What follows belongs to an exercise in optimizing a design on an open flow for small area, a short achievable clock period and few clock cycles; a production flow would make more cautious choices. RTL that was checked went through simulation tests only; none was proved equivalent to the original. For run 1, only the layout was checked, not whether the RTL still works. Power is estimated from default activity; no workload was simulated.

`design.v`:
```
module passende_enc (
    input  wire        clk,
    input  wire        rst,             
    input  wire [6:0]  cfg_dpg,
    input  wire [1:0]  cfg_round,       
    input  wire [5:0]  cfg_mask_len,
    input  wire [62:0] cfg_mask,
    input  wire        cmd_valid,
    output wire        cmd_ready,
    input  wire [7:0]  cmd,
    input  wire [31:0] op_min,
    input  wire [31:0] op_max,
    input  wire [31:0] op_val,
    input  wire [31:0] op_n,
    output wire        rsp_valid,
    input  wire        rsp_ready,
    output wire [1:0]  rsp_kind,
    output wire [31:0] rsp_cnt,
    output wire        out_valid,
    input  wire        out_ready,
    output wire [7:0]  out_char
);
    localparam [31:0] POLY = 32'hEDB88320;
    localparam [3:0] S_IDLE = 4'b0001;    
    localparam [3:0] S_PREP = 4'b0010;    
    localparam [3:0] S_RUN  = 4'b0100;    
    localparam [3:0] S_RSP  = 4'b1000;    
    localparam [1:0] M_DATA  = 2'd0;
    localparam [1:0] M_CHECK = 2'd1;
    localparam [1:0] M_PAD   = 2'd2;
    reg [62:0] mask;
    reg [5:0]  mlen;            
    reg [6:0]  dpg;
    reg        pg;              
    reg        pc;              
    reg [31:0] crc;
    reg [4:0]  ptr;             
    reg [31:0] ccount;          
    reg [5:0]  cs;              
    reg [4:0]  sacc;            
    reg [4:0]  nb;              
    reg [6:0]  rem;             
    reg        started;         
    reg [3:0]  state;
    reg [1:0]  mode;
    reg [31:0] cnt;             
    reg [31:0] vlow;            
    reg        vneg;            
    reg        vgt;             
    reg        vswp;            
    reg        negA;            
    reg        gtA;             
    reg [4:0]  dix;             
    reg        dvalid;          
    reg        kind;
    reg        ov;
    reg        osep;
    reg [7:0]  ochar;
    function [7:0] sym_char;
        input [4:0] v;
        begin
            if (v < 5'd26)
                sym_char = 8'h41 + {3'b000, v};
            else case (v)
                5'd26:   sym_char = "2";
                5'd27:   sym_char = "3";
                5'd28:   sym_char = "6";
                5'd29:   sym_char = "7";
                5'd30:   sym_char = "8";
                default: sym_char = "9";
            endcase
        end
    endfunction
    function [31:0] crc_g;
        input [4:0] x;
        begin
            crc_g = (x[0] ? POLY : 32'd0) ^ (x[1] ? (POLY >> 1) : 32'd0) ^
                    (x[2] ? (POLY >> 2) : 32'd0) ^ (x[3] ? (POLY >> 3) : 32'd0) ^
                    (x[4] ? (POLY >> 4) : 32'd0);
        end
    endfunction
    function [4:0] win36;
        input [35:0] v;
        input [4:0]  s;
        reg [19:0] a;
        reg [11:0] b;
        reg [7:0]  c;
        reg [5:0]  d;
        begin
            a = s[4] ? v[35:16] : v[19:0];
            b = s[3] ? a[19:8]  : a[11:0];
            c = s[2] ? b[11:4]  : b[7:0];
            d = s[1] ? c[7:2]   : c[5:0];
            win36 = s[0] ? d[5:1] : d[4:0];
        end
    endfunction
    function [4:0] win68;
        input [67:0] v;
        input [5:0]  s;
        reg [35:0] a;
        begin
            a = s[5] ? v[67:32] : v[35:0];
            win68 = win36(a, s[4:0]);
        end
    endfunction
    function [33:0] sub33;
        input [32:0] a;
        input [32:0] b;
        reg [32:0] g, p, h;
        reg [31:0] G, P, Gn, Pn;
        reg [32:0] c;
        integer i, l, m;
        begin
            h = a ^ ~b;
            g = a & ~b;
            p = h;
            G = g[31:0];
            P = p[31:0];
            for (l = 0; l < 5; l = l + 1) begin
                Gn = G;
                Pn = P;
                for (i = 0; i < 32; i = i + 1) begin
                    if ((i >> l) & 1) begin
                        m = ((i >> l) << l) - 1;
                        Gn[i] = G[i] | (P[i] & G[m]);
                        Pn[i] = P[i] & P[m];
                    end
                end
                G = Gn;
                P = Pn;
            end
            c = {G | P, 1'b1};
            sub33 = {~(h[32] ^ G[31]), h ^ c};
        end
    endfunction
    function [31:0] below_or;
        input [31:0] x;
        reg [31:0] o, on;
        integer i, l, m;
        begin
            o = x;
            for (l = 0; l < 5; l = l + 1) begin
                on = o;
                for (i = 0; i < 32; i = i + 1) begin
                    if ((i >> l) & 1) begin
                        m = ((i >> l) << l) - 1;
                        on[i] = o[i] | o[m];
                    end
                end
                o = on;
            end
            below_or = {o[30:0], 1'b0};
        end
    endfunction
    wire is_init   = (cmd == 8'h00);
    wire is_wbit   = ((cmd & 8'hEF) == 8'h01);
    wire is_wint   = ((cmd & 8'hDF) == 8'h02);
    wire is_wchk   = (cmd == 8'h03);
    wire is_wchkn  = (cmd == 8'h04);
    wire is_result = (cmd == 8'h05);
    wire is_nchk   = (cmd == 8'h06);
    wire legal     = is_init | is_wbit | is_wint | is_wchk | is_wchkn | is_result | is_nchk;
    wire idle   = state[0];
    wire run    = state[2];
    wire accept = idle & cmd_valid;
    wire       mask_on = (mlen != 6'd0);
    wire [4:0] mfun    = win68({5'd0, mask}, cs);
    wire [5:0] mr      = mlen - cs;               
    reg  [4:0] mw;
    integer j;
    reg  [2:0] wj;
    always @* begin
        for (j = 0; j < 5; j = j + 1) begin
            wj = j[2:0] - mr[2:0];
            if ((mr > j) || !mask_on)
                mw[j] = mask_on & mfun[j];
            else
                mw[j] = mask[wj[1:0]];
        end
    end
    wire [4:0] MW = {mw[0], mw[1], mw[2], mw[3], mw[4]};
    wire [4:0] pa   = ({5{nb[0]}} & ptr)          | ({5{nb[1]}} & (ptr - 5'd1)) |
                      ({5{nb[2]}} & (ptr - 5'd2)) | ({5{nb[3]}} & (ptr - 5'd3)) |
                      ({5{nb[4]}} & (ptr - 5'd4));
    wire [4:0] cwin = win36({crc[3:0], crc}, pa);
    wire [4:0] RWc  = {cwin[0], cwin[1], cwin[2], cwin[3], cwin[4]};
    wire [31:0] dreg = vneg ? 32'd0 : (vgt ? cnt : vlow);
    wire [5:0]  dix6 = {1'b0, dix};
    wire [5:0]  dia  = ({6{nb[0]}} & dix6)          | ({6{nb[1]}} & (dix6 + 6'd1)) |
                       ({6{nb[2]}} & (dix6 + 6'd2)) | ({6{nb[3]}} & (dix6 + 6'd3)) |
                       ({6{nb[4]}} & (dix6 + 6'd4));
    wire [4:0]  RWd  = win68({28'd0, dreg, 4'b0000}, dia);
    wire [1:0] emode  = idle ? M_PAD : mode;
    wire [5:1] nd     = {nb[0], nb[1], nb[2], nb[3], nb[4]};   
    wire       rem_nz = (rem != 7'd0);
    wire       cnt_nz = (cnt != 32'd0);
    wire       cnt_big = (cnt[31:3] != 29'd0);
    wire [2:0] c3     = cnt[2:0];
    wire       cnt_ge = cnt_big | (nb[4] & (c3 != 3'd0)) | (nb[3] & (c3[2] | c3[1])) |
                        (nb[2] & (c3[2] | (c3[1] & c3[0]))) | (nb[1] & c3[2]) |
                        (nb[0] & c3[2] & (c3[1] | c3[0]));
    wire       dix_ge = nb[4] | (nb[3] & (dix != 5'd0)) | (nb[2] & (dix[4:1] != 4'd0)) |
                        (nb[1] & ((dix[4:2] != 3'd0) | (dix[1] & dix[0]))) |
                        (nb[0] & (dix[4:2] != 3'd0));
    wire       pad_work = ~nb[0] | (pg & rem_nz);
    reg        ge;              
    reg  [5:1] tph;             
    reg        has_work;
    reg  [4:0] RW;
    reg        src_dat;
    reg        src_chk;
    always @* begin
        ge       = 1'b1;
        tph      = 5'd0;
        has_work = 1'b0;
        RW       = 5'd0;
        src_dat  = 1'b0;
        src_chk  = 1'b0;
        case (emode)
        M_DATA: begin
            ge       = dix_ge;
            tph      = {1'b0, dix[1:0] == 2'd3, dix[1:0] == 2'd2, dix[1:0] == 2'd1, dix[1:0] == 2'd0};
            has_work = dvalid;
            RW       = RWd;
            src_dat  = 1'b1;
        end
        M_CHECK: begin
            ge       = cnt_ge;
            tph      = {1'b0, c3 == 3'd4, c3 == 3'd3, c3 == 3'd2, c3 == 3'd1};
            has_work = cnt_nz;
            RW       = RWc;
            src_chk  = 1'b1;
        end
        default: begin
            has_work = pad_work;
            RW       = pc ? RWc : 5'd0;
            src_chk  = pc;
        end
        endcase
    end
    wire [5:1] th = ge ? nd : tph;                
    wire [4:0] lmn = {nb[0], nb[0] | nb[1], nb[0] | nb[1] | nb[2], ~nb[4], 1'b1};
    wire [4:0] W   = (RW ^ MW) & lmn;
    wire [4:0] sym = sacc | W;
    wire [4:0] nbp;
    assign nbp[0] = 1'b0;
    assign nbp[1] = nb[0] & tph[1];
    assign nbp[2] = (nb[0] & tph[2]) | (nb[1] & tph[1]);
    assign nbp[3] = (nb[0] & tph[3]) | (nb[1] & tph[2]) | (nb[2] & tph[1]);
    assign nbp[4] = (nb[0] & tph[4]) | (nb[1] & tph[3]) | (nb[2] & tph[2]) | (nb[3] & tph[1]);
    wire [4:0] lmp    = {nbp[0], nbp[0] | nbp[1], nbp[0] | nbp[1] | nbp[2], ~nbp[4], 1'b1};
    wire [4:0] sacc_p = sacc | (W & ~lmp);
    wire       dpg_on = (dpg != 7'd0);
    wire       sep_c  = dpg_on & ~rem_nz & started;
    wire [6:0] rem_c  = (rem_nz ? rem : dpg) - 7'd1;
    wire [4:0] xd  = ge ? (RW & lmn) : (dreg[4:0] & {1'b0, tph[4], tph[4] | tph[3],
                                                     tph[4] | tph[3] | tph[2], 1'b1});
    wire [31:0] crc_sh = ({32{th[1]}} & (crc >> 1)) | ({32{th[2]}} & (crc >> 2)) |
                         ({32{th[3]}} & (crc >> 3)) | ({32{th[4]}} & (crc >> 4)) |
                         ({32{th[5]}} & (crc >> 5));
    wire [31:0] crc_step = crc_sh ^ crc_g(xd);
    wire [28:0] cc_hi1  = ccount[31:3] + 29'd1;
    wire [3:0]  cc0     = {1'b0, ccount[2:0]};
    wire [3:0]  cc_loe  = ({4{th[1]}} & (cc0 + 4'd1)) | ({4{th[2]}} & (cc0 + 4'd2)) |
                          ({4{th[3]}} & (cc0 + 4'd3)) | ({4{th[4]}} & (cc0 + 4'd4)) |
                          ({4{th[5]}} & (cc0 + 4'd5));
    wire [31:0] cc_e    = {cc_loe[3] ? cc_hi1 : ccount[31:3], cc_loe[2:0]};
    wire [3:0]  cc_lo1  = cc0 + 4'd1;
    wire [31:0] cc_1    = {cc_lo1[3] ? cc_hi1 : ccount[31:3], cc_lo1[2:0]};
    wire [4:0]  ptr_e   = ({5{th[1]}} & (ptr + 5'd1)) | ({5{th[2]}} & (ptr + 5'd2)) |
                          ({5{th[3]}} & (ptr + 5'd3)) | ({5{th[4]}} & (ptr + 5'd4)) |
                          ({5{th[5]}} & (ptr + 5'd5));
    wire [28:0] cn_hi1  = cnt[31:3] - 29'd1;
    wire [3:0]  cn0     = {1'b0, c3};
    wire [3:0]  cn_lo   = ({4{nd[1]}} & (cn0 - 4'd1)) | ({4{nd[2]}} & (cn0 - 4'd2)) |
                          ({4{nd[3]}} & (cn0 - 4'd3)) | ({4{nd[4]}} & (cn0 - 4'd4)) |
                          ({4{nd[5]}} & (cn0 - 4'd5));
    wire [31:0] cn_e    = {cn_lo[3] ? cn_hi1 : cnt[31:3], cn_lo[2:0]};
    wire [4:0]  dix_e   = ({5{nd[1]}} & (dix - 5'd1)) | ({5{nd[2]}} & (dix - 5'd2)) |
                          ({5{nd[3]}} & (dix - 5'd3)) | ({5{nd[4]}} & (dix - 5'd4)) |
                          ({5{nd[5]}} & (dix - 5'd5));
    wire        dvl_e   = (nd[1] & (dix != 5'd0)) | (nd[2] & (dix[4:1] != 4'd0)) |
                          (nd[3] & ((dix[4:2] != 3'd0) | (dix[1] & dix[0]))) |
                          (nd[4] & (dix[4:2] != 3'd0)) |
                          (nd[5] & ((dix[4:3] != 2'd0) | (dix[2] & (dix[1] | dix[0]))));
    wire [5:0] cs_5 = (mr > 6'd5) ? (cs + 6'd5) : (6'd5 - mr);
    wire [7:0] char_e = sym_char(sym);
    wire       c_1    = |({nb[0], nb[1], nb[2], nb[3], nb[4]} & RWc);
    wire       m_1    = |({nb[0], nb[1], nb[2], nb[3], nb[4]} & MW);
    wire       b_in   = is_wbit ? cmd[4] : c_1;
    wire       w1     = b_in ^ m_1;
    wire       full1  = nb[4];
    wire [7:0] char_0 = sym_char(sacc);
    wire [7:0] char_1 = sym_char(sacc | 5'd1);
    wire [4:0] one_n  = {nb[0], nb[1], nb[2], nb[3], nb[4]};
    wire [31:0] crc_1 = (crc >> 1) ^ (cmd[4] ? POLY : 32'd0);
    wire [32:0] A = {cmd[5] & op_min[31], op_min};
    wire [32:0] B = {cmd[5] & op_max[31], op_max};
    wire [32:0] V = {cmd[5] & op_val[31], op_val};
    wire [33:0] sBA = sub33(B, A);
    wire [33:0] sVA = sub33(V, A);
    wire [33:0] sVB = sub33({negA, vlow}, {vswp, cnt});
    wire [31:0] span = cnt ^ ({32{vswp}} & below_or(cnt));
    reg  [4:0]  top;
    integer k;
    always @* begin
        top = 5'd0;
        for (k = 0; k < 32; k = k + 1)
            if (span[k]) top = k[4:0];
    end
    reg [62:0] mask_i;
    reg [5:0]  mlen_i;
    integer q;
    always @* begin
        mask_i = cfg_mask;
        mlen_i = cfg_mask_len;
        case (cfg_mask_len)
        6'd1: begin mlen_i = 6'd5; for (q = 0; q < 8; q = q + 1) mask_i[q] = cfg_mask[0];     end
        6'd2: begin mlen_i = 6'd6; for (q = 0; q < 8; q = q + 1) mask_i[q] = cfg_mask[q % 2]; end
        6'd3: begin mlen_i = 6'd6; for (q = 0; q < 8; q = q + 1) mask_i[q] = cfg_mask[q % 3]; end
        6'd4: begin mlen_i = 6'd8; for (q = 0; q < 8; q = q + 1) mask_i[q] = cfg_mask[q % 4]; end
        default: ;
        endcase
    end
    wire can_push = ~ov | (out_ready & ~osep);
    wire fire     = run & has_work & can_push;
    wire step_e   = fire | (accept & is_result & pad_work);
    wire step_1   = accept & (is_wbit | is_wchk);
    assign cmd_ready = idle;
    assign rsp_valid = state[3];
    assign rsp_kind  = {1'b0, kind};
    assign rsp_cnt   = ccount;
    assign out_valid = ov;
    assign out_char  = osep ? 8'h20 : ochar;
    always @(posedge clk) begin
        if (rst) begin
            state   <= S_IDLE;
            crc     <= 32'hFFFFFFFF;
            ptr     <= 5'd0;
            cs      <= 6'd0;
            sacc    <= 5'd0;
            nb      <= 5'b00001;
            rem     <= 7'd0;
            started <= 1'b0;
            ccount  <= 32'd0;
            mlen    <= 6'd0;
            dpg     <= 7'd0;
            pg      <= 1'b0;
            pc      <= 1'b0;
            ov      <= 1'b0;
        end else begin
            if (ov & out_ready) begin
                if (osep) osep <= 1'b0;
                else      ov   <= 1'b0;
            end
            if (step_e) begin
                if (src_dat) begin
                    crc <= crc_step;
                    ptr <= 5'd0;
                end
                if (src_chk) begin
                    ptr    <= ptr_e;
                    ccount <= cc_e;
                end
                if (emode == M_CHECK) cnt <= cn_e;
                if (emode == M_DATA) begin
                    dix    <= dix_e;
                    dvalid <= ge & dvl_e;
                end
                if (ge) begin
                    if (mask_on) cs <= cs_5;
                    sacc  <= 5'd0;
                    nb    <= 5'b00001;
                    if (dpg_on) rem <= rem_c;
                    started <= 1'b1;
                    ov    <= 1'b1;
                    osep  <= sep_c;
                    ochar <= char_e;
                end else begin
                    sacc  <= sacc_p;
                    nb    <= nbp;
                end
            end
            if (step_1) begin
                if (is_wbit) begin
                    crc <= crc_1;
                    ptr <= 5'd0;
                end else begin
                    ptr    <= ptr + 5'd1;
                    ccount <= cc_1;
                end
                if (full1) begin
                    if (mask_on) cs <= cs_5;
                    sacc  <= 5'd0;
                    nb    <= 5'b00001;
                    if (dpg_on) rem <= rem_c;
                    started <= 1'b1;
                    ov    <= 1'b1;
                    osep  <= sep_c;
                    ochar <= w1 ? char_1 : char_0;
                end else begin
                    sacc  <= w1 ? (sacc | one_n) : sacc;
                    nb    <= {nb[3:0], 1'b0};
                end
            end
            case (1'b1)
            state[0]: if (cmd_valid) begin
                kind  <= ~legal;
                state <= S_RSP;
                if (is_init) begin
                    mask    <= mask_i;
                    mlen    <= mlen_i;
                    dpg     <= cfg_dpg;
                    pg      <= cfg_round[0];
                    pc      <= cfg_round[1];
                    crc     <= 32'hFFFFFFFF;
                    ptr     <= 5'd0;
                    cs      <= 6'd0;
                    sacc    <= 5'd0;
                    nb      <= 5'b00001;
                    rem     <= 7'd0;
                    started <= 1'b0;
                    ccount  <= 32'd0;
                end
                if ((is_wbit | is_wchk) & full1) begin
                    mode  <= M_CHECK;
                    cnt   <= 32'd0;
                    state <= S_RUN;
                end
                if (is_wchkn) begin
                    mode <= M_CHECK;
                    cnt  <= op_n;
                    if (op_n != 32'd0) state <= S_RUN;
                end
                if (is_result) begin
                    mode <= M_PAD;
                    if (pad_work) state <= S_RUN;
                end
                if (is_wint) begin
                    cnt   <= sBA[31:0];
                    vswp  <= sBA[32];
                    vlow  <= sVA[31:0];
                    negA  <= sVA[32];
                    gtA   <= sVA[33];
                    state <= S_PREP;
                end
            end
            state[1]: begin
                mode   <= M_DATA;
                cnt    <= span;
                if (vswp) vlow <= sVB[31:0];
                vneg   <= vswp ? sVB[32] : negA;
                vgt    <= vswp ? gtA : sVB[33];
                dix    <= top;
                dvalid <= cnt_nz;
                state  <= cnt_nz ? S_RUN : S_RSP;
            end
            state[2]: begin
                if ((~has_work & can_push) | (fire & ~ge))
                    state <= S_RSP;
            end
            state[3]: if (rsp_ready) state <= S_IDLE;
            endcase
        end
    end
endmodule
```
`flow/run.sh`:
```
#!/bin/bash
set -euo pipefail
bash standard.sh SETUP_SLACK_MARGIN=6 finish > standard_flow.log 2>&1
```
`standard.sh`:
```
#!/bin/bash
# synth_recipe.tcl (not shown) runs the flow's synth.tcl, then flattens the netlist and writes it again
# the make line also repeats each setting of config.mk as NAME=value (left out here)
make -C /OpenROAD-flow-scripts/flow DESIGN_CONFIG=/design/flow/config.mk WORK_HOME=/design/flow/orfs CLKGATE_MAP_FILE= SYNTH_SCRIPT=/design/flow/synth_recipe.tcl "${@:-finish}"
```
`config.mk`:
```
export PLATFORM = sky130hd
export DESIGN_NAME = passende_enc
export DESIGN_NICKNAME = passende_enc
export VERILOG_FILES = /design/flow/design.v
export SDC_FILE = /design/flow/constraint.sdc
export NUM_CORES = 4
export LEC_CHECK = 0
export CAP_MARGIN = 20
export CORE_MARGIN = 2
export CORE_UTILIZATION = 25
export PLACE_DENSITY = 0.5
export SETUP_SLACK_MARGIN = 5
export SLEW_MARGIN = 20
```
`constraint.sdc`:
```
create_clock -name core_clock -period 10.0 [get_ports {clk}]
set_input_delay 2.0000 -clock core_clock [delete_from_list [all_inputs] [get_ports {clk}]]
set_output_delay 2.0000 -clock core_clock [all_outputs]
set_load 0.01 [all_outputs]
```
==> notes.md, run 1 <==
status=finished clean; crit path max fanout=3; crit end category=register; min Tclk post-route=4.57 ns; CP bufs+invs=6; worst setup path start=op_min[0]; DP Wirelength=71800 microns; CTS tree=yes; Arr. time, crit path=4.91 ns; core area=0.0997 sq mm; power density cells=95.0 mW/mm^2; CTS max path bufs=3; crit path max-delay cell type=o2111a_1; DRC violations left=0; initial core utilization=25.1%; adder-cell share of the synthesized area=8.37%; CP Cell Sequence=buf_8, inv_6, ha_4, o21a_1, o21a_1, o2111a_1, o211ai_1, buf_4, a211oi_4, o211ai_1, nand2_1, o211ai_1, o311ai_2, buf_4, buf_6, buf_6, and3_4, o21bai_1, nand2_1, nand2_1; first-pass GRT wire length=158000 microns; die width=321 microns; Post-Synth XOR/XNOR Area=7.93%; Yosys top cell by area=edfxtp_1; global-route usage over all layers=19.6%; Max stage delay on crit path=0.29 ns; Final Setup Violations=0; required time of the critical path=10.34 ns; DIE AREA=0.103 sq mm; CP Launch Type=input pin; DRT iter0 DRCs=2651; largest net degree at the start of global routing=79; layout cell share with drive strength beyond 1=26.6%; slew margin rel.=17.7%; grt total ovfl=0; hold slack=0.480 ns; vias in the first global route=25494; Worst Tran Pin Value=1.23 ns; DP Area=0.0295 sq mm; DR WL/cell=22.0 microns; Design Power=3.45 mW; H-tree levels=2; CTS sink cnt=263; Synth area leaders=edfxtp_1 18%, dfxtp_1 9.0%, ha_1 8.3%; Die Height=321 microns; clock share of power=39.8%; Worst Hold Class=reg2reg; clock skew=0.0447 ns; flops & latches, synth=263; first drt pass iteration count=7; Combinational Power Share=25.5%; fin crit share=45.7%; simple-gate area share of the yosys netlist=18.4%; routability cong.=0.940; sw frac=30.3%; fmax=0.219 GHz; Routed WL=107000 microns; Post-DRT Antenna Nets=0; Via-to-Cell Ratio=5.52; Compound-Gate Fraction of Synth Area=25.5%; CP delay by family, top=compound AO/OA/AOI/OAI gates; Primary FF master, synth=edfxtp_1; IR drop worst, VDD=0.0923 mV; synth unique cells=105; Leakage=13.6 nW; commonest non-fill, non-tap cell in the layout=nand2_1; Slew Limit Fails=0; Internal=2.41 mW; Syn Inst Count=3051; Async SR Flop Fraction=0%; post-synthesis sequential area ratio=27.0%; Final TNS setup=0 ns; syn_nets=3437; P_sw=1.05 mW; largest family of logic cells by synthesized area=compound AO/OA/AOI/OAI gates; PortBufs=262; Final Hold Fails=0; fin area=0.0364 sq mm; RSZ-0062 raised after global routing=true; post-synth top area share=18.0%; area delta synth->final=45.2%; Seq pwr share=34.7%; IO Count=264; Synthesis Warnings=1; worst r2r src=dix[1]$_DFFE_PN_; clk root buf=clkbuf_16; post-synthesis mux area share=7.42%; Clk Latency, worst-skew pair=0.59 ns; vias=26805; WS Path Type=in2reg; Post-synth EDFFs=150; # nets final=3917; Clock Pin Slew Worst Setup and Hold Paths=0.06 ns; Synth Cell Area=0.0250 sq mm; Hold Startpoint=mlen[3]$_SDFFE_PP0P_; Row Count=116; Avg Cell Area, Syn=8.21 sq um; cts bufs inserted=37; max cap viols=0; antenna violations before repair=6; most frequent cells in the layout=274 x nand2_1, 246 x buf_4, 228 x nor2_1
-- kinds of logic (layout without fill, tap and decap cells) --
logic type                 after synthesis  in the layout
adders and majority gates              167            167
xor gates and xnor gates               220            220
DFF                                    263            263
AOI/OAI and AO/OA                      943            945
other                                    1              3
muxes                                  142            149
buffers and inverters                  345            836
and+or+nand+nor                        970            977
-- state kept, by name (all words and copies together), names as in the netlist, 6 cells and up --
register,flops
vlow,32
ochar,8
cnt,32
cs,6
crc,32
ccount,32
rem,7
mask,63
dpg,7
mlen,6
-- Yosys cell counts (22+ instances only) --
library cell and instances:
nor2b_1 43, xor2_1 82, or3_1 28, inv_1 139, o21a_1 32, a221oi_1 26, a222oi_1 31, a31oi_1 26
and3_1 26, a211oi_1 33, o211ai_1 43, o21ai_0 219, dfxtp_1 113, ha_1 166, nand2b_1 32, a21o_1 42
clkbuf_1 161, a22oi_1 65, mux4_2 32, nor4_1 26, o22ai_1 22, nor2_1 260, o221ai_1 26, nand2_1 298
xnor2_1 133, nand3_1 83, nand4_1 32, edfxtp_1 150, nor3_1 67, mux2i_1 90, a21oi_1 195
-- metal layers --
layer / global-route usage (%) / routed length, microns / up-vias
met5: 0 / 26 / -
met4: 7.31 / 4180 / 4
met3: 3.08 / 8030 / 256
met2: 32.1 / 50000 / 1216
met1: 25.9 / 44700 / 12949
li1: - / - / 12380
-- power groups by stage --
stage / clock, mW / sequential [mW] / combinational [mW]
2_1_floorplan: 0 / 1.20 / 0.435
3_3_place_gp: 0 / 1.23 / 0.661
3_5_place_dp: 0 / 1.23 / 0.661
4_1_cts: 1.40 / 1.20 / 0.805
5_1_grt: 1.44 / 1.20 / 0.948
6_report: 1.37 / 1.20 / 0.881
-- final timing paths --
check,cells after the start,slack (ns),to
hold / removal,2,0.48,mlen[3]$_SDFFE_PP0P_
setup / recovery,20,5.43,cnt[29]$_DFFE_PN_
setup reg to reg,20,5.47,ochar[1]$_DFFE_PN_
hold reg to reg,2,0.48,mlen[3]$_SDFFE_PP0P_
-- final cells by class --
| cell class | instances | area, sq um |
|---|---|---|
| Clock inverter | 15 | 159 |
| Multi-Input combinational cell | 2459 | 20000 |
| Fill cell | 9987 | 63400 |
| Timing Repair Buffer | 625 | 6130 |
| Tap cell | 1298 | 1620 |
| Sequential cell | 263 | 6810 |
| Antenna cell | 2 | 5.00 |
| Clock buffer | 51 | 1080 |
| Inverter | 145 | 603 |
-- worst reg2reg max path: stages, from the launching register on --
cell and delay, ns:
edfxtp_1 0.38, buf_6 0.16, inv_8 0.05, ha_4 0.18
and2_4 0.16, o41ai_4 0.36, a22oi_2 0.10, buf_6 0.15
mux4_2 0.48, mux2_4 0.30, a221o_1 0.38, nand3_2 0.11
a41oi_4 0.17, xor2_1 0.20, nand2_2 0.15, nand2_4 0.12
buf_12 0.15, buf_12 0.12, o21ai_4 0.23, mux2i_1 0.22
o221ai_1 0.11
-- per-stage QoR --
step / utilization (%) / setup slack (ns) / instances
2_1_floorplan: - / 5.27 / 3051
3_3_place_gp: 29.5 / 3.87 / 4453
3_5_place_dp: 29.5 / 3.81 / 4453
4_1_cts: 34.3 / 5.39 / 4747
5_1_grt: 36.5 / 5.28 / 4857
6_report: 36.5 / 5.43 / 4858
-- repair_timing --
item / CTS / global route
buffers inserted: 213 / 101
gates cloned: 15 / 8
gates resized for setup: 438 / 265
pin swaps: 191 / 172
endpoints found under the hold margin: 0 / 0
endpoints found under the setup margin: 288 / 146
hold buffers: 0 / 0
==> run 2, diff against run 1 <==
--- a/design.v
+++ b/design.v
@@ -34,7 +34,7 @@
     reg        pg;              
     reg        pc;              
     reg [31:0] crc;
-    reg [4:0]  ptr;             
+    reg [4:0]  pa;              
     reg [31:0] ccount;          
     reg [5:0]  cs;              
     reg [4:0]  sacc;            
@@ -51,6 +51,7 @@
     reg        negA;            
     reg        gtA;             
     reg [4:0]  dix;             
+    reg [5:0]  da;              
     reg        dvalid;          
     reg        kind;
     reg        ov;
@@ -179,16 +180,10 @@
         end
     end
     wire [4:0] MW = {mw[0], mw[1], mw[2], mw[3], mw[4]};
-    wire [4:0] pa   = ({5{nb[0]}} & ptr)          | ({5{nb[1]}} & (ptr - 5'd1)) |
-                      ({5{nb[2]}} & (ptr - 5'd2)) | ({5{nb[3]}} & (ptr - 5'd3)) |
-                      ({5{nb[4]}} & (ptr - 5'd4));
     wire [4:0] cwin = win36({crc[3:0], crc}, pa);
     wire [4:0] RWc  = {cwin[0], cwin[1], cwin[2], cwin[3], cwin[4]};
     wire [31:0] dreg = vneg ? 32'd0 : (vgt ? cnt : vlow);
-    wire [5:0]  dix6 = {1'b0, dix};
-    wire [5:0]  dia  = ({6{nb[0]}} & dix6)          | ({6{nb[1]}} & (dix6 + 6'd1)) |
-                       ({6{nb[2]}} & (dix6 + 6'd2)) | ({6{nb[3]}} & (dix6 + 6'd3)) |
-                       ({6{nb[4]}} & (dix6 + 6'd4));
+    wire [5:0]  dia  = da;
     wire [4:0]  RWd  = win68({28'd0, dreg, 4'b0000}, dia);
     wire [1:0] emode  = idle ? M_PAD : mode;
     wire [5:1] nd     = {nb[0], nb[1], nb[2], nb[3], nb[4]};   
@@ -267,9 +262,16 @@
     wire [31:0] cc_e    = {cc_loe[3] ? cc_hi1 : ccount[31:3], cc_loe[2:0]};
     wire [3:0]  cc_lo1  = cc0 + 4'd1;
     wire [31:0] cc_1    = {cc_lo1[3] ? cc_hi1 : ccount[31:3], cc_lo1[2:0]};
-    wire [4:0]  ptr_e   = ({5{th[1]}} & (ptr + 5'd1)) | ({5{th[2]}} & (ptr + 5'd2)) |
-                          ({5{th[3]}} & (ptr + 5'd3)) | ({5{th[4]}} & (ptr + 5'd4)) |
-                          ({5{th[5]}} & (ptr + 5'd5));
+    wire [4:0]  pa_z    = ({5{nb[0]}} & pa)          | ({5{nb[1]}} & (pa + 5'd1)) |
+                          ({5{nb[2]}} & (pa + 5'd2)) | ({5{nb[3]}} & (pa + 5'd3)) |
+                          ({5{nb[4]}} & (pa + 5'd4));
+    wire [4:0]  pa_dp   = ({5{nbp[1]}} & 5'd31) | ({5{nbp[2]}} & 5'd30) |
+                          ({5{nbp[3]}} & 5'd29) | ({5{nbp[4]}} & 5'd28);
+    wire [4:0]  pa_d1   = ({5{nb[0]}} & 5'd31) | ({5{nb[1]}} & 5'd30) |
+                          ({5{nb[2]}} & 5'd29) | ({5{nb[3]}} & 5'd28);
+    wire [5:0]  top_a   = ({6{nb[0]}} & {1'b0, top})          | ({6{nb[1]}} & ({1'b0, top} + 6'd1)) |
+                          ({6{nb[2]}} & ({1'b0, top} + 6'd2)) | ({6{nb[3]}} & ({1'b0, top} + 6'd3)) |
+                          ({6{nb[4]}} & ({1'b0, top} + 6'd4));
     wire [28:0] cn_hi1  = cnt[31:3] - 29'd1;
     wire [3:0]  cn0     = {1'b0, c3};
     wire [3:0]  cn_lo   = ({4{nd[1]}} & (cn0 - 4'd1)) | ({4{nd[2]}} & (cn0 - 4'd2)) |
@@ -336,7 +338,7 @@
         if (rst) begin
             state   <= S_IDLE;
             crc     <= 32'hFFFFFFFF;
-            ptr     <= 5'd0;
+            pa      <= 5'd0;
             cs      <= 6'd0;
             sacc    <= 5'd0;
             nb      <= 5'b00001;
@@ -356,15 +358,17 @@
             if (step_e) begin
                 if (src_dat) begin
                     crc <= crc_step;
-                    ptr <= 5'd0;
-                end
-                if (src_chk) begin
-                    ptr    <= ptr_e;
+                    pa  <= ge ? 5'd0 : pa_dp;
+                end else if (src_chk) begin
+                    if (ge) pa <= pa + 5'd5;
                     ccount <= cc_e;
+                end else begin
+                    pa  <= pa_z;
                 end
                 if (emode == M_CHECK) cnt <= cn_e;
                 if (emode == M_DATA) begin
                     dix    <= dix_e;
+                    da     <= da - 6'd5;
                     dvalid <= ge & dvl_e;
                 end
                 if (ge) begin
@@ -384,9 +388,9 @@
             if (step_1) begin
                 if (is_wbit) begin
                     crc <= crc_1;
-                    ptr <= 5'd0;
+                    pa  <= full1 ? 5'd0 : pa_d1;
                 end else begin
-                    ptr    <= ptr + 5'd1;
+                    if (full1) pa <= pa + 5'd5;
                     ccount <= cc_1;
                 end
                 if (full1) begin
@@ -414,7 +418,7 @@
                     pg      <= cfg_round[0];
                     pc      <= cfg_round[1];
                     crc     <= 32'hFFFFFFFF;
-                    ptr     <= 5'd0;
+                    pa      <= 5'd0;
                     cs      <= 6'd0;
                     sacc    <= 5'd0;
                     nb      <= 5'b00001;
@@ -452,6 +456,7 @@
                 vneg   <= vswp ? sVB[32] : negA;
                 vgt    <= vswp ? gtA : sVB[33];
                 dix    <= top;
+                da     <= top_a;
                 dvalid <= cnt_nz;
                 state  <= cnt_nz ? S_RUN : S_RSP;
             end
--- a/config.mk
+++ b/config.mk
@@ -11,3 +11,4 @@
 export PLACE_DENSITY = 0.5
 export SETUP_SLACK_MARGIN = 5
 export SLEW_MARGIN = 20
+export TNS_END_PERCENT = 5
==> run 2 against run 1 <==
Critical path depth decreased by 6. Worst hold slack about the same. Combinational power decreased by 3.4%. Sequential cell count is 6 higher. Sequential power up 3%. Register-to-register slack better by 0.23 ns. Critical path type unchanged.
==> notes.md, run 2 <==
status=finished clean; grt total ovfl=0; Worst Hold Class=reg2reg; PortBufs=262; DRT iter0 DRCs=2961; Clk Latency, worst-skew pair=0.61 ns; largest family of logic cells by synthesized area=compound AO/OA/AOI/OAI gates; DRC violations left=0; Slew Limit Fails=0; vias in the first global route=24920; Via-to-Cell Ratio=5.50; fmax=0.228 GHz; Post-DRT Antenna Nets=0; die width=324 microns; initial core utilization=25.2%; adder-cell share of the synthesized area=8.28%; Post-synth top cells=282 x nor2_1, 274 x nand2_1, 209 x a21oi_1; first drt pass iteration count=6; min Tclk post-route=4.39 ns; crit end category=register; Internal=2.45 mW; cts bufs inserted=38; Post-synth EDFFs=156; CTS tree=yes; Final TNS setup=0 ns; post-synth top area share=18.3%; layout cell share with drive strength beyond 1=22.0%; Syn Inst Count=3118; hold buffer count at cts=0; slew margin rel.=27.6%; P_sw=1.11 mW; CTS sink cnt=269; Final Setup Violations=0; CTS max path bufs=3; Worst Tran Pin Value=1.09 ns; syn_nets=3506; vias=26908; Synthesis Warnings=1; DIE AREA=0.105 sq mm; fin crit share=43.9%; most frequent cells in the layout=261 x nor2_1, 259 x nand2_1, 246 x buf_4; # nets final=3880; Async SR Flop Fraction=0%; Yosys top cell by area=edfxtp_1; Seq pwr share=34.9%; post-synthesis mux area share=7.33%; core area=0.102 sq mm; Leakage=13.0 nW; Design Power=3.56 mW; DP Wirelength=76500 microns; IR drop worst, VDD=0.119 mV; Synth Cell Area=0.0256 sq mm; synth unique cells=100; largest net degree at the start of global routing=79; Largest register FFs=63; clock skew=0.0357 ns; power density cells=101 mW/mm^2; Clock Pin Slew Worst Setup and Hold Paths=0.06 ns; crit path max fanout=4; commonest non-fill, non-tap cell in the layout=nor2_1; simple-gate area share of the yosys netlist=18.4%; Row Count=117; DR WL/cell=22.4 microns; Avg Cell Area, Syn=8.22 sq um; IO Count=264; fin area=0.0351 sq mm; Final Hold Fails=0; area delta synth->final=37.1%; clk root buf=clkbuf_16; WS Path Type=in2reg; Post-Synth XOR/XNOR Area=7.72%; max cap viols=0; Primary FF master, synth=edfxtp_1; Synth area leaders=edfxtp_1 18%, dfxtp_1 8.8%, ha_1 8.2%; routability cong.=0.942; Fill cells=10501; clock share of power=41.2%; required time of the critical path=10.33 ns; first-pass GRT wire length=160000 microns; final core occ=34.5%; sw frac=31.2%; post-synthesis sequential area ratio=27.1%; top-count cell post-synth=nor2_1; Combinational Power Share=23.9%; global-route usage over all layers=19.8%; RSZ-0062 raised after global routing=true; flops & latches, synth=269; Die Height=324 microns; H-tree levels=2; Routed WL=109000 microns; Arr. time, crit path=4.71 ns; Biggest register=mask; CP Launch Type=input pin; Compound-Gate Fraction of Synth Area=25.6%; DP Area=0.0297 sq mm; antenna violations before repair=6
-- run 2: cell types whose count changed in the layout (fill, tap and decap cells not counted), moves of 23 or more --
cell / change
o21ai_0: +34
buf_6: -57
a21oi_1: +24
nor3_1: +23
o21ai_1: -43
nor2_1: +33
xnor2_1: +23
-- run 2: worst paths after layout --
check | from | to | slack, ns | cells after the start
min | started$_SDFF_PP0_ | started$_SDFF_PP0_ | 0.48 | 2
max | op_max[8] | cnt[31]$_DFFE_PN_ | 5.61 | 14
max reg2reg | cnt[1]$_DFFE_PN_ | da[5]$_DFFE_PN_ | 5.70 | 18
min reg2reg | started$_SDFF_PP0_ | started$_SDFF_PP0_ | 0.48 | 2
-- run 2: repair_timing --
action,in CTS,in global routing
endpoints found under the setup margin,301,237
gates cloned,8,5
setup buffers,130,106
resized for setup,317,203
pin swaps,97,89
-- run 2: final cells by class --
class,instances,area [sq um],share of cell area [%]
Sequential cell,269,6980,19.9
Multi-Input combinational cell,2496,19400,55.3
Clock buffer,51,1090,3.12
Antenna cell,1,2.50,0.00713
Clock inverter,18,245,0.699
Inverter,144,586,1.67
Timing Repair Buffer,543,5060,14.4
Tap cell,1368,1710,4.88
-- run 2: logic make-up after synthesis --
group / count (synthesis)
XOR/XNOR: 221
multiplexers: 151
AO/OA/AOI/OAI: 965
AND/OR/NAND/NOR: 984
flip-flops: 269
buffers and inverters: 358
other: 1
adder cells (fa/ha/maj): 169
-- run 2: worst max-delay path, cell delays in order --
cell and delay [ns]:
clkdlybuf4s50_1 0.45, ha_4 0.29, nand4_1 0.10, or2_4 0.25
a211oi_2 0.13, buf_4 0.17, o2111ai_4 0.15, a31oi_4 0.28
o211ai_1 0.16, buf_4 0.17, a31oi_4 0.22, nor2_2 0.05
o21ai_2 0.18, o211ai_1 0.11
-- run 2: per-stage QoR --
step	setup slack (ns)	hold WS [ns]	cells
floorplan	5.55	0.436	3118
global placement	3.93	0.455	4571
detailed placement	3.88	0.465	4571
CTS	5.58	0.474	4778
global route	5.48	0.525	4890
finish	5.61	0.480	4890
-- run 2: routing by layer --
metal  global-route usage, %  part of all wire [%]  routed length (microns)  up-vias
met3                    3.60                   7.7                     8450      245
met2                    30.2                    44                    47600     1185
met1                    27.5                    45                    48700    13050
li1                        -                     -                        -    12418
met4                    7.98                   4.1                     4520       10
met5                       0                 0.070                       77        -
-- run 2: power groups by stage --
| stage | Combinational [mW] | Sequential, mW | Clock [mW] |
|---|---|---|---|
| 6_report | 0.851 | 1.24 | 1.47 |
| 5_1_grt | 0.917 | 1.24 | 1.54 |
| 4_1_cts | 0.792 | 1.24 | 1.50 |
| 3_5_place_dp | 0.692 | 1.28 | 0 |
| 3_3_place_gp | 0.692 | 1.28 | 0 |
| 2_1_floorplan | 0.458 | 1.24 | 0 |
Testbench counts of run 2, summed over its fixed seeds: cycles 16,110.
==> run 3, diff against run 2 <==
==> run.sh (new file) <==
#!/bin/bash
# synth_recipe.tcl (not shown) runs the flow's synth.tcl, then flattens the netlist and writes it again
# the make line also repeats each setting of config.mk as NAME=value (left out here)
make -C /OpenROAD-flow-scripts/flow DESIGN_CONFIG=/design/flow/config.mk WORK_HOME=/design/flow/orfs CLKGATE_MAP_FILE= SYNTH_SCRIPT=/design/flow/synth_recipe.tcl finish
removed: flow/run.sh
removed: standard.sh
==> run 3 against run 2 <==
Critical endpoint is now cnt[30]$_DFFE_PN_. Cell count down 4.5%. Maximum frequency down 12%. Global-route usage down 0.58 points. Largest power group unchanged. Sequential share of layout area up 2.4 points. Register-to-register slack worse by 0.59 ns.
==> notes.md, run 3 <==
Async SR Flop Fraction=0%; CTS max path bufs=3; Max stage delay on crit path=0.40 ns; vias=25367; Biggest register=mask; CTS sink cnt=269; Via-to-Cell Ratio=5.43; Post-DRT Antenna Nets=0; CTS tree=yes; fmax=0.201 GHz; cts bufs inserted=37; Final TNS setup=0 ns; Slew Limit Fails=0; synth unique cells=100; post-synth top area share=18.3%; Row Count=117; Worst Tran Pin Value=1.07 ns; Synthesis Warnings=1; max cap viols=0; CP bufs+invs=3; area delta synth->final=22.1%; Synth Cell Area=0.0256 sq mm; Clock Pin Slew Worst Setup and Hold Paths=0.06 ns; hold buffer count at cts=0; DP Wirelength=78700 microns; Post-synth top cells=282 x nor2_1, 274 x nand2_1, 209 x a21oi_1; core area=0.102 sq mm; fin crit share=49.7%; most frequent cells in the layout=269 x nor2_1, 269 x nand2_1, 260 x clkdlybuf4s50_1; crit path max-delay cell type=clkdlybuf4s50_1; crit end category=register; Avg Cell Area, Syn=8.22 sq um; layout cell share with drive strength beyond 1=9.24%; power density cells=110 mW/mm^2; DR WL/cell=22.3 microns; crit path max fanout=20; CP Launch Type=input pin; largest net degree at the start of global routing=79; Yosys top cell by area=edfxtp_1; IO Count=264; flops & latches, synth=269; Post-synth EDFFs=156; # nets final=3661; top-count cell post-synth=nor2_1; PortBufs=262; Die Height=324 microns; Synth area leaders=edfxtp_1 18%, dfxtp_1 8.8%, ha_1 8.2%; Arr. time, crit path=5.29 ns; slew margin rel.=28.1%; Fill cells=10782; Clk Latency, worst-skew pair=0.59 ns; min Tclk post-route=4.97 ns; Final Hold Fails=0; Final Setup Violations=0; clock skew=0.0286 ns; syn_nets=3506; Primary FF master, synth=edfxtp_1; clk root buf=clkbuf_16; antenna violations before repair=9; RSZ-0062 raised after global routing=true; grt total ovfl=0; first drt pass iteration count=7; IR drop worst, VDD=0.0904 mV; Largest register FFs=63; DRC violations left=0; required time of the critical path=10.32 ns; Syn Inst Count=3118; Leakage=11.3 nW; die width=324 microns; post-synthesis sequential area ratio=27.1%; H-tree levels=2; DRT iter0 DRCs=2543; global-route usage over all layers=19.3%; initial core utilization=25.2%; WS Path Type=in2reg; first-pass GRT wire length=155000 microns; routability cong.=0.947; final core occ=30.7%; CP Cell Sequence=clkdlybuf4s50_1, buf_4, nor4b_1, and3_1, a32o_1, nand2_1, a21oi_1, buf_4, nor3b_4, nand2_2, nor2_2, nand4_1, xnor2_1, a222oi_1, nand2_1; Worst Hold Class=reg2reg; Design Power=3.43 mW; DIE AREA=0.105 sq mm; Routed WL=104000 microns; CP delay by family, top=simple AND/OR/NAND/NOR gates; status=finished clean; vias in the first global route=23906
[run 3: cell counts after synthesis]
No cell type changed its count.
[run 3: kinds of logic after synthesis]
| group | count (synthesis) | share of synthesized area [%] |
|---|---|---|
| and+or+nand+nor | 984 | 18.4 |
| AOI/OAI and AO/OA | 965 | 25.6 |
| buffers and inverters | 358 | 5.53 |
| DFF | 269 | 27.1 |
| xor gates and xnor gates | 221 | 7.72 |
| adders and majority gates | 169 | 8.28 |
| muxes | 151 | 7.33 |
| other | 1 | 0.0146 |
[run 3: worst min-delay path, delay by kind of cell, from the launching register on]
kind          cells  cell delay (ns)
flops             1             0.33
simple gates      2             0.10
[run 3: power breakdown]
part / internal [mW] / total [mW] / switching, mW / leakage [nW]
logic: 0.316 / 0.737 / 0.421 / 8.34
registers: 1.20 / 1.25 / 0.0515 / 2.36
clock network: 0.860 / 1.44 / 0.576 / 0.625
total: 2.38 / 3.43 / 1.05 / 11.3
[run 3: path summary, 6_finish.rpt]
kind	startpoint	endpoint	slack, ns	cells past startpoint
worst max-delay path	cmd[4]	cnt[30]$_DFFE_PN_	5.03	15
worst min-delay path	mlen[2]$_SDFFE_PP0P_	mlen[2]$_SDFFE_PP0P_	0.48	2
worst max register to register	cnt[14]$_DFFE_PN_	crc[26]$_SDFF_PP1_	5.11	13
worst min register to register	mlen[2]$_SDFFE_PP0P_	mlen[2]$_SDFFE_PP0P_	0.48	2
[run 3: through the flow]
step / setup WS (ns) / cell area, sq um / hold slack (ns) / cells
6_report: 5.03 / 31300 / 0.481 / 4672
5_1_grt: 4.90 / 31300 / 0.509 / 4671
4_1_cts: 4.77 / 30900 / 0.484 / 4648
3_5_place_dp: 3.64 / 29500 / 0.473 / 4579
3_3_place_gp: 3.61 / 29500 / 0.460 / 4579
2_1_floorplan: 4.40 / 25600 / 0.436 / 3118
[run 3: final cells by class]
cell class	count	area, sq um	share of cell area [%]
Clock buffer	45	976	3.12
Timing Repair Buffer	330	3140	10.0
Clock inverter	22	315	1.01
Tap cell	1368	1710	5.47
Sequential cell	269	6960	22.2
Multi-Input combinational cell	2491	17600	56.3
Antenna cell	3	7.51	0.0240
Inverter	144	553	1.77
[run 3: timing repair]
action / 4_1_cts / 5_1_grt
cloned: 0 / 0
pin swaps: 2 / 11
endpoints found under the setup margin: 100 / 105
gates resized for setup: 22 / 65
buffers inserted: 2 / 21
[run 3: routing by layer]
metal  vias to the layer above  global-route usage [%]  share of wire, %
met2                      1042                    28.9                43
li1                      11968                       -                 -
met3                       183                    3.27               7.6
met1                     12168                    27.8                46
met4                         6                    5.95               3.3
met5                         -                       0             0.035
==> run 4, diff against run 3 <==
==> flow/run.sh (new file) <==
#!/bin/bash
set -euo pipefail
bash standard.sh SETUP_SLACK_MARGIN=5.75 finish > standard_flow.log 2>&1
==> standard.sh (new file) <==
#!/bin/bash
# synth_recipe.tcl (not shown) runs the flow's synth.tcl, then flattens the netlist and writes it again
# the make line also repeats each setting of config.mk as NAME=value (left out here)
make -C /OpenROAD-flow-scripts/flow DESIGN_CONFIG=/design/flow/config.mk WORK_HOME=/design/flow/orfs CLKGATE_MAP_FILE= SYNTH_SCRIPT=/design/flow/synth_recipe.tcl "${@:-finish}"
removed: run.sh
==> run 4 against run 3 <==
Clock-buffer cell count is 2 lower. Cell count up 2.9%. Sequential share of layout area fell by 1.6 points. Via count grew 3.5%.
==> notes.md, run 4 <==
Final Hold Fails=0; crit path max fanout=11; Post-synth EDFFs=156; flops & latches, synth=269; vias=26250; Arr. time, crit path=4.84 ns; initial core utilization=25.2%; worst reg2reg path endpoint=da[2]$_DFFE_PN_; Row Count=117; crit path max-delay cell type=nand2_1; DRT iter0 DRCs=3202; slew margin rel.=28.9%; CTS max path bufs=3; antenna violations before repair=5; Leakage=12.4 nW; post-route setup slack=5.47 ns; Synthesis Warnings=1; CP Launch Type=input pin; synth unique cells=100; fin crit share=45.3%; CP bufs+invs=2; Yosys top cell by area=edfxtp_1; Fill cells=10569; cts bufs inserted=37; die width=324 microns; crit end category=register; Biggest register=mask; DP Wirelength=76100 microns; largest net degree at the start of global routing=79; H-tree levels=2; PortBufs=262; Post-DRT Antenna Nets=0; Syn Inst Count=3118; reg2reg setup slack=5.64 ns; power density cells=104 mW/mm^2; required time of the critical path=10.32 ns; Clk Latency, worst-skew pair=0.59 ns; Post-Place Worst Slack=3.88 ns; max cap viols=0; Synth Cell Area=0.0256 sq mm; clock skew=0.0149 ns; # nets final=3798; Worst path depth=9; CP delay by family, top=simple AND/OR/NAND/NOR gates; grt total ovfl=0; Largest register FFs=63; hold buffer count at cts=0; global-route usage over all layers=19.2%; CTS tree=yes; vias in the first global route=24559; final std cells w/o fill=4808; Hold Path Stages=2; Max stage delay on crit path=0.76 ns; Routed WL=106000 microns; core area=0.102 sq mm; clk root buf=clkbuf_16; RSZ-0062 raised after global routing=true; WS Path Type=in2reg; Clock Pin Slew Worst Setup and Hold Paths=0.06 ns; status=finished clean; CP Cell Sequence=clkdlybuf4s50_1, nand2_1, nand2_1, o21ai_1, buf_4, a211oi_1, a21oi_1, a21oi_1, o21ai_1; IO Count=264; min Tclk post-route=4.53 ns; most frequent cells in the layout=264 x nand2_1, 263 x nor2_1, 213 x clkdlybuf4s50_1; Final Setup Violations=0; Worst Tran Pin Value=1.07 ns; post-synth top area share=18.3%; syn_nets=3506; first drt pass iteration count=9; Avg Cell Area, Syn=8.22 sq um; Slew Limit Fails=0; commonest non-fill, non-tap cell in the layout=nand2_1; worst r2r src=cnt[11]$_DFFE_PN_; Die Height=324 microns; hold slack=0.475 ns; DIE AREA=0.105 sq mm; Hold Startpoint=started$_SDFF_PP0_; Synth area leaders=edfxtp_1 18%, dfxtp_1 8.8%, ha_1 8.2%; area delta synth->final=32.0%; Placed Instances=4567; Worst Hold Class=reg2reg; post-synthesis sequential area ratio=27.1%; DRC violations left=0; routability cong.=0.948; WHS Endpoint=started$_SDFF_PP0_; first-pass GRT wire length=156000 microns; Post-synth top cells=282 x nor2_1, 274 x nand2_1, 209 x a21oi_1; IR drop worst, VDD=0.105 mV; Primary FF master, synth=edfxtp_1; CTS sink cnt=269; R2R cell count=14; Async SR Flop Fraction=0%; Via-to-Cell Ratio=5.46; layout cell share with drive strength beyond 1=17.9%; Design Power=3.53 mW; DR WL/cell=22.1 microns; fmax=0.221 GHz; Final TNS setup=0 ns; top-count cell post-synth=nor2_1
run 4: layout make-up:
class	count	area, sq um	area share, %
Sequential cell	269	6970	20.6
Clock inverter	25	370	1.10
Clock buffer	43	948	2.80
Timing Repair Buffer	461	4340	12.8
Multi-Input combinational cell	2497	18900	55.9
Tap cell	1368	1710	5.06
Inverter	144	562	1.66
Antenna cell	1	2.50	0.00740
run 4: what timing repair did:
action / 4_1_cts / 5_1_grt
gates cloned: 3 / 8
buffers inserted: 80 / 81
hold endpoints to repair: 0 / 0
pin swaps: 76 / 73
gates resized for setup: 224 / 141
setup endpoints to repair: 252 / 214
run 4: metal layers:
metal / part of all wire, % / wire length, microns / track usage, % / vias to the layer above
met1: 44 / 47200 / 26.9 / 12605
met3: 8.6 / 9130 / 3.61 / 231
met4: 3.4 / 3570 / 5.84 / 6
met2: 44 / 46400 / 29.6 / 1155
li1: - / - / - / 12253
met5: 0.039 / 41 / 0 / -
run 4: power breakdown:
group	leakage (nW)	switching [mW]	total, mW	internal, mW
Clock	0.640	0.596	1.47	0.877
Combinational	9.44	0.443	0.807	0.364
Sequential	2.37	0.0446	1.25	1.20
Total	12.4	1.08	3.53	2.44
run 4: how the worst max path moves through the flow:
stage / start / endpoint / slack, ns
2_1_floorplan: op_min[1] / cnt[28]$_DFFE_PN_ / 5.55
3_3_place_gp: cmd_valid / rem[4]$_SDFF_PP0_ / 3.88
3_5_place_dp: cmd_valid / rem[4]$_SDFF_PP0_ / 3.88
4_1_cts: op_min[1] / vlow[31]$_DFFE_PP_ / 5.58
5_1_grt: op_min[1] / vlow[23]$_DFFE_PP_ / 5.42
6_report: cmd_valid / cnt[28]$_DFFE_PN_ / 5.47
run 4: per-stage QoR:
step / utilization (%) / cell area [sq um]
2_1_floorplan: - / 25900
3_3_place_gp: 29.1 / 29600
3_5_place_dp: 29.1 / 29600
4_1_cts: 31.9 / 32500
5_1_grt: 33.2 / 33800
6_report: 33.2 / 33800
run 4: worst reg2reg max path: stages, from the launching register on:
cell	delay [ns]
edfxtp_1	0.57
or2_2	0.44
or4_4	0.59
or4_4	0.47
a211oi_1	0.26
o31a_1	0.22
nand2_1	0.13
a211o_1	0.31
nand3b_1	0.18
inv_1	0.14
ha_1	0.21
a21oi_1	0.14
o21ai_0	0.12
mux2i_1	0.20
a31oi_1	0.10
run 4: cell families (layout without fill, tap and decap cells):
logic type	Yosys count	in the layout	synth area share [%]
buffers and inverters	358	673	5.53
multiplexers	151	155	7.33
AND/OR/NAND/NOR	984	985	18.4
AO/OA/AOI/OAI	965	965	25.6
flip-flops	269	269	27.1
XOR/XNOR	221	222	7.72
other	1	2	0.0146
adder cells (fa/ha/maj)	169	169	8.28
==> run 5, diff against run 4 <==
==> flow/run.sh (replaced) <==
#!/bin/bash
set -euo pipefail
bash standard.sh SETUP_SLACK_MARGIN=5.5 finish > standard_flow.log 2>&1
--- a/config.mk
+++ b/config.mk
@@ -5,10 +5,10 @@
 export SDC_FILE = /design/flow/constraint.sdc
 export NUM_CORES = 4
 export LEC_CHECK = 0
-export CAP_MARGIN = 20
+export CAP_MARGIN = 0
 export CORE_MARGIN = 2
 export CORE_UTILIZATION = 25
 export PLACE_DENSITY = 0.5
 export SETUP_SLACK_MARGIN = 5
-export SLEW_MARGIN = 20
+export SLEW_MARGIN = 0
 export TNS_END_PERCENT = 5
==> run 5 against run 4 <==
Area after synthesis unchanged. Global-route usage up 0.47 points. Cell count fell by 1.1%.
==> notes.md, run 5 <==
status=finished clean; DR WL/cell=22.5 microns; clk root buf=clkbuf_16; Worst path depth=15; area delta synth->final=28.0%; most frequent cells in the layout=268 x nor2_1, 268 x nand2_1, 248 x clkdlybuf4s50_1; Clock Pin Slew Worst Setup and Hold Paths=0.06 ns; Final TNS setup=0 ns; R2R cell count=14; CTS sink cnt=269; Hold Path Stages=2; slew margin rel.=14.9%; post-synthesis sequential area ratio=27.1%; cts bufs inserted=39; crit path max fanout=9; DP Wirelength=79400 microns; H-tree levels=2; Avg Cell Area, Syn=8.22 sq um; WS Path Type=in2reg; crit end category=register; # nets final=3741; Synthesis Warnings=1; routability cong.=0.929; CTS max path bufs=3; hold buffer count at cts=0; Worst Tran Pin Value=1.27 ns; top-count cell post-synth=nor2_1; synth unique cells=100; power density cells=106 mW/mm^2; syn_nets=3506; post-synth top area share=18.3%; Clk Latency, worst-skew pair=0.60 ns; first drt pass iteration count=8; Synth area leaders=edfxtp_1 18%, dfxtp_1 8.8%, ha_1 8.2%; required time of the critical path=10.30 ns; fin area=0.0328 sq mm; vias in the first global route=24539; Max stage delay on crit path=0.42 ns; Biggest register=mask; Largest register FFs=63; DRT iter0 DRCs=2729; DIE AREA=0.105 sq mm; Post-synth top cells=282 x nor2_1, 274 x nand2_1, 209 x a21oi_1; IR drop worst, VDD=0.0907 mV; Routed WL=107000 microns; DP Area=0.0295 sq mm; flops & latches, synth=269; max cap viols=0; CTS tree=yes; Final Setup Violations=0; die width=324 microns; Slew Limit Fails=0; min Tclk post-route=4.60 ns; core area=0.102 sq mm; largest net degree at the start of global routing=79; worst r2r src=cnt[12]$_DFFE_PN_; Async SR Flop Fraction=0%; CP delay by family, top=compound AO/OA/AOI/OAI gates; Via-to-Cell Ratio=5.48; vias=26049; global-route usage over all layers=19.7%; RSZ-0062 raised after global routing=true; Yosys top cell by area=edfxtp_1; Post-synth EDFFs=156; CP bufs+invs=4; Hold Startpoint=started$_SDFF_PP0_; fmax=0.217 GHz; IO Count=264; antenna violations before repair=7; PortBufs=262; Synth Cell Area=0.0256 sq mm; worst setup path start=cmd[3]; crit path max-delay cell type=clkdlybuf4s50_1; clock skew=0.0283 ns; Primary FF master, synth=edfxtp_1; Arr. time, crit path=4.90 ns; layout cell share with drive strength beyond 1=14.4%; Leakage=11.9 nW; first-pass GRT wire length=159000 microns; grt total ovfl=0; Post-DRT Antenna Nets=0; Worst Hold Class=reg2reg; initial core utilization=25.2%; Final Hold Fails=0; CP Cell Sequence=clkdlybuf4s50_1, nor3_2, buf_4, nand2_1, a2111oi_4, buf_4, and2_2, nor2_2, a21oi_4, buf_4, nor2_1, a21oi_1, a21oi_1, a21oi_1, o21ai_0; Syn Inst Count=3118; DRC violations left=0; fin crit share=46.0%; Row Count=117; Die Height=324 microns; CP Launch Type=input pin
-- run 5: cell counts after synthesis --
No cell type changed its count.
-- run 5: repair_timing --
| action | 4_1_cts | 5_1_grt |
|---|---|---|
| setup endpoints to repair | 168 | 110 |
| setup buffers | 48 | 48 |
| gates resized for setup | 137 | 135 |
| pin swaps | 36 | 42 |
| cloned | 1 | 2 |
| endpoints found under the hold margin | 0 | 0 |
-- run 5: layout make-up --
class	instances	area [sq um]
timing repair buffer	407	3840
fill	10686	69000
multi-input combinational	2492	18400
clock inverter	22	205
tap	1368	1710
clock buffer	50	1090
sequential	269	6970
antenna	2	5.00
inverter	144	562
-- run 5: logic make-up after synthesis --
logic type / count (synthesis) / synth area share [%]
XOR/XNOR: 221 / 7.72
AO/OA/AOI/OAI: 965 / 25.6
adder cells (fa/ha/maj): 169 / 8.28
buffers and inverters: 358 / 5.53
other: 1 / 0.0146
flip-flops: 269 / 27.1
AND/OR/NAND/NOR: 984 / 18.4
multiplexers: 151 / 7.33
-- run 5: final timing paths --
| path | to | slack, ns |
|---|---|---|
| hold reg to reg | started$_SDFF_PP0_ | 0.48 |
| hold / removal | started$_SDFF_PP0_ | 0.48 |
| setup / recovery | cnt[12]$_DFFE_PN_ | 5.40 |
| setup reg to reg | crc[23]$_SDFF_PP1_ | 5.56 |
-- run 5: tightest hold or removal path: cells and delay by family (launching register included) --
| family | cells | cell delay, ns |
|---|---|---|
| flops | 1 | 0.33 |
| simple gates | 2 | 0.12 |
-- run 5: metal layers --
layer	up-vias	part of all wire (%)	track usage, %
met5	-	0.049	0
met2	1096	43	29.5
li1	12130	-	-
met1	12608	46	28.1
met3	207	7.9	3.44
met4	8	3.5	6.85
-- run 5: power by group --
part | leakage (nW) | total, mW | internal (mW) | switching (mW)
clock network | 0.634 | 1.42 | 0.811 | 0.606
logic | 8.90 | 0.811 | 0.351 | 0.460
registers | 2.37 | 1.25 | 1.20 | 0.0448
total | 11.9 | 3.47 | 2.36 | 1.11
-- run 5: per-stage QoR --
step                      hold WS, ns  instances  setup WS (ns)  total power [mW]  util, %
after detailed placement        0.473       4581           3.78              1.98     29.0
after global placement          0.467       4581           3.84              1.98     29.0
final                           0.482       4754           5.40              3.47     32.2
after global routing            0.515       4754           5.31              3.61     32.2
after CTS                       0.487       4702           5.42              3.45     31.2
after floorplan                 0.436       3118           5.16              1.68        -
==> run 6, diff against run 5 <==
--- a/config.mk
+++ b/config.mk
@@ -5,10 +5,10 @@
 export SDC_FILE = /design/flow/constraint.sdc
 export NUM_CORES = 4
 export LEC_CHECK = 0
-export CAP_MARGIN = 0
+export CAP_MARGIN = 20
 export CORE_MARGIN = 2
 export CORE_UTILIZATION = 25
 export PLACE_DENSITY = 0.5
 export SETUP_SLACK_MARGIN = 5
-export SLEW_MARGIN = 0
+export SLEW_MARGIN = 20
 export TNS_END_PERCENT = 5
==> run 6 against run 5 <==
Design area is essentially flat. First-iteration DRC count grew 1.5%. Die area is the same. Critical path type unchanged. Highest routed layer unchanged.
==> notes.md, run 6 <==
vias=26036; vias in the first global route=24493; largest net degree at the start of global routing=79; DRT iter0 DRCs=2771; fmax=0.220 GHz; CP Cell Sequence=clkdlybuf4s50_1, nor3_2, buf_6, and3_4, a32o_1, nand2_1, a21oi_4, nand3_2, nor2_4, nand4_1, xnor2_1, o21ai_0, o211ai_1, o221ai_1; Final TNS setup=0 ns; Post-synth top cells=282 x nor2_1, 274 x nand2_1, 209 x a21oi_1; Post-Place Worst Slack=3.77 ns; commonest non-fill, non-tap cell in the layout=nand2_1; Hold Path Stages=2; Post-DRT Antenna Nets=0; Fill cells=10715; H-tree levels=2; WS Path Type=in2reg; crit path max fanout=8; DR WL/cell=22.6 microns; DP Wirelength=79400 microns; Yosys top cell by area=edfxtp_1; most frequent cells in the layout=268 x nand2_1, 266 x nor2_1, 242 x clkdlybuf4s50_1; PortBufs=262; fin crit share=45.4%; clk root buf=clkbuf_16; post-synth top area share=18.3%; Largest register FFs=63; first-pass GRT wire length=158000 microns; Slew Limit Fails=0; reg2reg setup slack=5.54 ns; Avg Cell Area, Syn=8.22 sq um; core area=0.102 sq mm; CP Launch Type=input pin; crit path max-delay cell type=clkdlybuf4s50_1; final core occ=32.2%; Primary FF master, synth=edfxtp_1; CTS tree=yes; initial core utilization=25.2%; hold slack=0.483 ns; first drt pass iteration count=6; Final Hold Fails=0; Synth area leaders=edfxtp_1 18%, dfxtp_1 8.8%, ha_1 8.2%; min Tclk post-route=4.54 ns; Hold Startpoint=started$_SDFF_PP0_; IR drop worst, VDD=0.109 mV; area of the multi-input gates=0.0184 sq mm; DIE AREA=0.105 sq mm; clock skew=0.0308 ns; Routed WL=107000 microns; synth unique cells=100; IO Count=264; Async SR Flop Fraction=0%; Synth Cell Area=0.0256 sq mm; grt total ovfl=0; Die Height=324 microns; die width=324 microns; crit end category=register; DRC violations left=0; Arr. time, crit path=4.85 ns; cts bufs inserted=39; top-count cell post-synth=nor2_1; WHS Endpoint=started$_SDFF_PP0_; CTS sink cnt=269; required time of the critical path=10.31 ns; slew margin rel.=31.8%; global-route usage over all layers=19.6%; syn_nets=3506; worst r2r src=cnt[11]$_DFFE_PN_; Post-synth EDFFs=156; Via-to-Cell Ratio=5.49; Row Count=117; post-route setup slack=5.46 ns; final std cells w/o fill=4745; hold buffer count at cts=0; # nets final=3732; Clk Latency, worst-skew pair=0.61 ns; register area=0.00697 sq mm; Final Setup Violations=0; RSZ-0062 raised after global routing=true; flops & latches, synth=269; Max stage delay on crit path=0.41 ns; routability cong.=0.929; Synthesis Warnings=1; worst reg2reg path endpoint=da[5]$_DFFE_PN_; Leakage=12.0 nW; area delta synth->final=28.1%; Placed Instances=4581; CTS max path bufs=3; power density cells=106 mW/mm^2; Worst Hold Class=reg2reg; post-synthesis sequential area ratio=27.1%; Syn Inst Count=3118; R2R cell count=12; max cap viols=0; Clock Pin Slew Worst Setup and Hold Paths=0.06 ns; antenna violations before repair=7; Worst Tran Pin Value=1.02 ns; layout cell share with drive strength beyond 1=14.1%; Biggest register=mask; status=finished clean
run 6: changes by cell type in the layout (fill, tap and decap cells not counted), moves of 3 or more:
cell,before,now
buf_4,127,114
dlymetal6s2s_1,5,16
clkbuf_1,6,13
clkdlybuf4s50_1,248,242
dlygate4sd2_1,9,4
clkinv_1,10,6
clkinvlp_4,6,3
run 6: routing by layer:
layer	GRT usage [%]	vias to the layer above	wire, microns
met2	29.3	1096	46300
met3	3.75	200	8790
met4	6.68	8	3500
met1	27.9	12639	48300
li1	-	12093	-
met5	0	-	53
run 6: area by class of cell:
class                   count  share of cell area [%]
inverters                 144                    1.70
clock inverters            15                   0.576
diodes                      2                  0.0153
repair buffers            397                    11.8
multi-input cells        2493                    56.1
well taps                1368                    5.22
flip-flops and latches    269                    21.2
clock buffers              57                    3.37
run 6: per-stage QoR:
stage	power, mW	cell area (sq um)
floorplan	1.68	25600
global placement	1.98	29500
detailed placement	1.98	29500
CTS	3.46	31600
global route	3.62	32800
finish	3.49	32800
run 6: worst max path at each step:
stage	endpoint	slack [ns]	cells past startpoint	startpoint
finish	cnt[29]$_DFFE_PN_	5.46	14	cmd[3]
global route	cnt[28]$_DFFE_PN_	5.39	14	op_min[12]
CTS	vlow[15]$_DFFE_PP_	5.32	15	op_min[1]
detailed placement	rem[4]$_SDFF_PP0_	3.77	13	cmd[5]
global placement	cnt[20]$_DFFE_PN_	3.84	15	op_min[0]
floorplan	da[5]$_DFFE_PN_	5.16	20	cnt[1]$_DFFE_PN_
run 6: logic make-up after synthesis:
family	after synthesis	share of synthesized area [%]
adders and majority gates	169	8.28
buffers and inverters	358	5.53
DFF	269	27.1
xor gates and xnor gates	221	7.72
and+or+nand+nor	984	18.4
AOI/OAI and AO/OA	965	25.6
other	1	0.0146
muxes	151	7.33
run 6: what timing repair did:
action                     4_1_cts  5_1_grt
cloned                           0        5
pin swaps                       26       49
resized for setup              118      165
setup endpoints to repair      167      125
buffers inserted                37       48
run 6: report_power, final:
part,switching (mW),internal (mW)
Combinational,0.460,0.352
Sequential,0.0439,1.20
Clock,0.595,0.832
Total,1.10,2.39
run 6: critical path, delay by kind of cell:
kind	cells	cell delay, ns
buffers and inverters	2	0.58
and+or+nand+nor	6	1.24
AOI/OAI and AO/OA	5	0.77
xor gates and xnor gates	1	0.26

port drivers added, routing unchanged:
How much do the figures lean on ideal ports? The routed layouts below were timed once more, with nothing changed but the port constraints.
Step 1 (the two cells are an assumption about what drives the block):
set clk [get_ports {clk}]
set_driving_cell -lib_cell sky130_fd_sc_hd__clkbuf_16 $clk
set_driving_cell -lib_cell sky130_fd_sc_hd__buf_2 [delete_from_list [all_inputs] $clk]
Step 2, shift: input delay + t, output delay - t, t = (earliest + latest rising clock arrival at the registers) / 2. This alone moves slack from input paths to output paths.
Three values: ideal, step 1, step 2; two values: the first two.
run | t, ns | setup WS [ns] | clock arrival spread, ns | worst data-port slew with drivers (ns) | pins driven straight from the clock port
run 1 | 0.641 | 5.429 / 5.457 / 4.816 | 0.044 / 0.045 | 0.08 | 1
run 2 | 0.661 | 5.612 / 5.623 / 4.962 | 0.036 / 0.036 | 0.13 | 1
run 3 | 0.645 | 5.029 / 5.029 / 4.384 | 0.029 / 0.028 | 0.13 | 1
run 4 | 0.645 | 5.475 / 5.457 / 4.811 | 0.015 / 0.015 | 0.14 | 1
run 5 | 0.660 | 5.398 / 5.420 / 4.760 | 0.029 / 0.028 | 0.13 | 1
run 6 | 0.663 | 5.460 / 5.442 / 4.779 | 0.031 / 0.031 | 0.13 | 1
After both steps every run listed still meets setup and hold. For run 6, which loses most, drivers alone change the setup slack by -0.018 ns; drivers and shift together by -0.681 ns.
